Background: an optimization exercise with open tools, aiming at small area, a short achievable clock period and few clock cycles per item. Do not read the settings as production practice. Only simulation tests tie the RTL to the original design; equivalence was not proved. Power is estimated from default activity; no workload was simulated.

==> flow/design.v <==
module kx_recover (
    input  wire        clk,
    input  wire        rst,
    input  wire        hdr_we,
    input  wire [5:0]  hdr_addr,
    input  wire [7:0]  hdr_wdata,
    input  wire        start,
    input  wire [6:0]  cfg_hdr_len,
    input  wire [19:0] cfg_ct_len,
    output wire        busy,
    input  wire        in_valid,
    output wire        in_ready,
    input  wire [31:0] in_data,
    output reg         out_valid,
    output reg  [31:0] out_data,
    output reg  [2:0]  out_count,
    output wire        done,
    output wire [3:0]  res_code,
    input  wire [5:0]  ks_addr,
    output wire [7:0]  ks_data
);
    localparam [3:0] E_NONE = 4'd0, E_EMPTY = 4'd2, E_SHORT = 4'd6;
    reg         busy_q;
    reg         done_q;
    reg  [3:0]  code_q;
    reg  [19:0] arem;         
    reg         lastw;        
    reg  [6:0]  ks_len;
    reg  [6:0]  hq;           
    reg         s1, s2, s3;   
    reg         fixq;         
    reg  [7:0]  hdr [0:63];
    reg  [7:0]  ks  [0:63];
    reg  [7:0]  kx  [0:1];    
    reg         der;          
    reg         wpost;        
    reg         first;        
    reg  [5:0]  p;            
    reg  [1:0]  b;            
    reg  [3:0]  dmask;        
    reg  [4:0]  ws;           
    reg  [31:0] r0;           
    reg  [4:0]  ra;           
    wire acc      = in_valid && busy_q && !fixq;
    wire start_ok = start && !busy_q;
    assign busy      = busy_q;
    assign in_ready  = busy_q && !fixq;
    assign done      = done_q;
    assign res_code  = code_q;
    wire [3:0]  hsel   = ws[3:0];
    wire [31:0] hdr_rd = {hdr[{hsel, 2'd3}], hdr[{hsel, 2'd2}],
                          hdr[{hsel, 2'd1}], hdr[{hsel, 2'd0}]};
    wire [3:0]  kl     = ra[3:0];
    wire [31:0] ks_rd  = {ks[{kl, 2'd3}], ks[{kl, 2'd2}], ks[{kl, 2'd1}], ks[{kl, 2'd0}]};
    assign ks_data = ({1'b0, ks_addr} < ks_len) ? ks[ks_addr] : 8'd0;
    wire [31:0] fresh = hdr_rd ^ in_data;
    wire [31:0] fp;
    assign fp[ 7: 0] = fresh[7:0];
    assign fp[15: 8] = s1 ? fresh[7:0] : fresh[15:8];
    assign fp[23:16] = (s1 || s2) ? fresh[7:0] : fresh[23:16];
    assign fp[31:24] = s2 ? fresh[15:8] : (s1 || s3) ? fresh[7:0] : fresh[31:24];
    wire [63:0] win = {ra[4] ? {16'd0, kx[1], kx[0]} : ks_rd, r0};
    wire [31:0] kw  = win[8*b +: 32];
    wire [31:0] kk;
    genvar gj;
    generate
        for (gj = 0; gj < 4; gj = gj + 1) begin : lane
            assign kk[8*gj +: 8] = dmask[gj] ? fp[8*gj +: 8] : kw[8*gj +: 8];
        end
    endgenerate
    wire [31:0] ksw0 = {ks[3], ks[2], ks[1], ks[0]};
    wire [6:0] t    = {1'b0, p} + 7'd4;
    wire       wrap = (t >= hq);
    wire [6:0] u    = t - hq;
    wire [6:0] pn   = !wrap ? t : (u >= hq) ? u - hq : u;
    wire [6:0] en   = hq - t;
    reg  [3:0] dm_n;
    integer j;
    always @(*)
        for (j = 0; j < 4; j = j + 1)
            dm_n[j] = (en > j);
    integer i;
    always @(posedge clk) begin
        for (i = 0; i < 64; i = i + 1)
            if (hdr_we && !busy_q && hdr_addr == i)
                hdr[i] <= hdr_wdata;
    end
    wire wr_k = (acc && (der || wpost)) || fixq;
    always @(posedge clk) begin
        for (i = 0; i < 64; i = i + 1)
            if (wr_k && ws == (i / 4))
                ks[i] <= kk[8*(i % 4) +: 8];
        for (i = 0; i < 2; i = i + 1)
            if (wr_k && ws == 5'd16)
                kx[i] <= kk[8*i +: 8];
    end
    always @(posedge clk) begin
        out_data  <= kk ^ in_data;
        out_count <= (lastw && arem[1:0] != 2'd0) ? {1'b0, arem[1:0]} : 3'd4;
        if (start_ok) begin
            hq    <= (cfg_hdr_len < 7'd3) ? 7'd4 : cfg_hdr_len;
            s1    <= (cfg_hdr_len == 7'd1);
            s2    <= (cfg_hdr_len == 7'd2);
            s3    <= (cfg_hdr_len == 7'd3);
            der   <= 1'b1;
            wpost <= 1'b0;
            first <= 1'b1;
            p     <= 6'd0;
            b     <= 2'd0 - cfg_hdr_len[1:0];
            dmask <= 4'b1111;
            ws    <= 5'd0;
            ra    <= 5'd0;
            arem  <= cfg_ct_len;
            lastw <= (cfg_ct_len <= 20'd4);
        end else if (acc) begin
            first <= 1'b0;
            p     <= pn[5:0];
            der   <= der && !wrap;
            wpost <= der && wrap;
            ws    <= ws + 5'd1;
            dmask <= (der && !wrap) ? dm_n : 4'b0000;
            if (wrap) begin
                r0 <= first ? kk : ksw0;
                ra <= (first && s3) ? 5'd0 : 5'd1;
                b  <= pn[1:0];
            end else begin
                r0 <= win[63:32];
                ra <= der ? 5'd0 : ra + 5'd1;
                b  <= der ? b : pn[1:0];
            end
            arem  <= arem - 20'd4;
            lastw <= (arem <= 20'd8);
        end else if (fixq) begin
            ra <= 5'd1;
        end
    end
    always @(posedge clk) begin
        if (rst) begin
            busy_q    <= 1'b0;
            done_q    <= 1'b0;
            out_valid <= 1'b0;
            fixq      <= 1'b0;
            ks_len    <= 7'd0;
            code_q    <= E_NONE;
        end else begin
            done_q    <= 1'b0;
            out_valid <= acc;
            fixq      <= acc && first && s3 && !lastw;
            if (start_ok) begin
                code_q <= E_NONE;
                if (cfg_ct_len == 20'd0) begin
                    code_q <= E_EMPTY;
                    done_q <= 1'b1;
                    ks_len <= 7'd0;
                end else if (cfg_ct_len < {13'd0, cfg_hdr_len}) begin
                    code_q <= E_SHORT;
                    done_q <= 1'b1;
                    ks_len <= 7'd0;
                end else begin
                    busy_q <= 1'b1;
                    ks_len <= cfg_hdr_len;
                end
            end else if (acc && lastw) begin
                done_q <= 1'b1;
                busy_q <= 1'b0;
            end
        end
    end
endmodule
export LEC_CHECK = 0
export CAP_MARGIN = 20
export CORE_MARGIN = 2
export CORE_UTILIZATION = 60
export PLACE_DENSITY = 0.72
export SETUP_SLACK_MARGIN = 4
export SLEW_MARGIN = 20
export TNS_END_PERCENT = 10
create_clock -name core_clock -period 10.0 [get_ports {clk}]
standard.sh (not shown) runs the stock make flow with config.mk's settings and CLKGATE_MAP_FILE= SYNTH_SCRIPT=/design/flow/synth_recipe.tcl, a recipe that flattens the netlist after the stock synthesis.
==> flow/flow/run.sh <==
#!/bin/bash
# The standard layout, with two changes: ports are buffered with buf_2 cells,
# and clock tree synthesis inserts no dummy loads. The make output goes to
# flow_make.log in this folder; each step's own log is under orfs/logs.
set -euo pipefail
bash standard.sh \
  "BUFFER_PORTS_ARGS=-buffer_cell sky130_fd_sc_hd__buf_2" \
  "CTS_ARGS=-sink_clustering_enable -repair_clock_nets -sink_clustering_size 24 -sink_clustering_max_diameter 60 -buf_list sky130_fd_sc_hd__clkbuf_16 -dont_use_dummy_load" \
  finish > flow_make.log 2>&1
Testbench counts at the start, summed over its fixed seeds: cycles 31,315, bytes 123,176.
Change:
--- a/flow/design.v
+++ b/flow/design.v
@@ -51,7 +51,7 @@
     wire [31:0] hdr_rd = {hdr[{hsel, 2'd3}], hdr[{hsel, 2'd2}],
                           hdr[{hsel, 2'd1}], hdr[{hsel, 2'd0}]};
-    wire [3:0]  kl     = ra[3:0];
+    wire [3:0]  kl     = busy_q ? ra[3:0] : ks_addr[5:2];
     wire [31:0] ks_rd  = {ks[{kl, 2'd3}], ks[{kl, 2'd2}], ks[{kl, 2'd1}], ks[{kl, 2'd0}]};
-    assign ks_data = ({1'b0, ks_addr} < ks_len) ? ks[ks_addr] : 8'd0;
+    assign ks_data = ({1'b0, ks_addr} < ks_len) ? ks_rd[8*ks_addr[1:0] +: 8] : 8'd0;
     wire [31:0] fresh = hdr_rd ^ in_data;
     wire [31:0] fp;
=> The changed run finished with timing, DRC and antenna clean; final area decreases by a few percent; cell count decreases by a few percent; total power rises slightly; non-clock buffer count went down by 37; critical path depth is higher by 1; via count decreases by roughly a tenth; count of clock-buffer cells in the layout falls by 3; worst setup slack loses 570 ps; clock skew is about the same.
Testbench counts after the change, summed over its fixed seeds: cycles 31,315, bytes 123,176.

-- port drivers added, routing unchanged --
The flow's constraints put no driver on any port. The routed layouts listed below were extracted and timed again, unchanged, in two steps.
Step 1: set_driving_cell puts a clkbuf_16 on clk and a buf_2 on each other input, an assumption about the parent block.
Step 2 times the ports against the registers' clock, not the clock port: input delays grow and output delays shrink by t, the midpoint of the rising clock arrivals with the driver on.
Three values: ideal, step 1, step 2; two values: the first two.
run	shift t [ns]	setup WS [ns]	hold slack, ns	worst setup path after step 2	latest minus earliest clock arrival (ns)
the first run	0.739	3.823 / 3.704 / 3.704	0.467 / 0.467 / 0.467	input to output	0.101 / 0.100
the second run	0.707	3.258 / 3.128 / 3.128	0.456 / 0.456 / 0.456	input to output	0.098 / 0.098
After both steps every run listed still meets setup and hold. For the second run, which loses most, drivers alone change the setup slack by -0.130 ns; drivers and shift together by -0.130 ns.
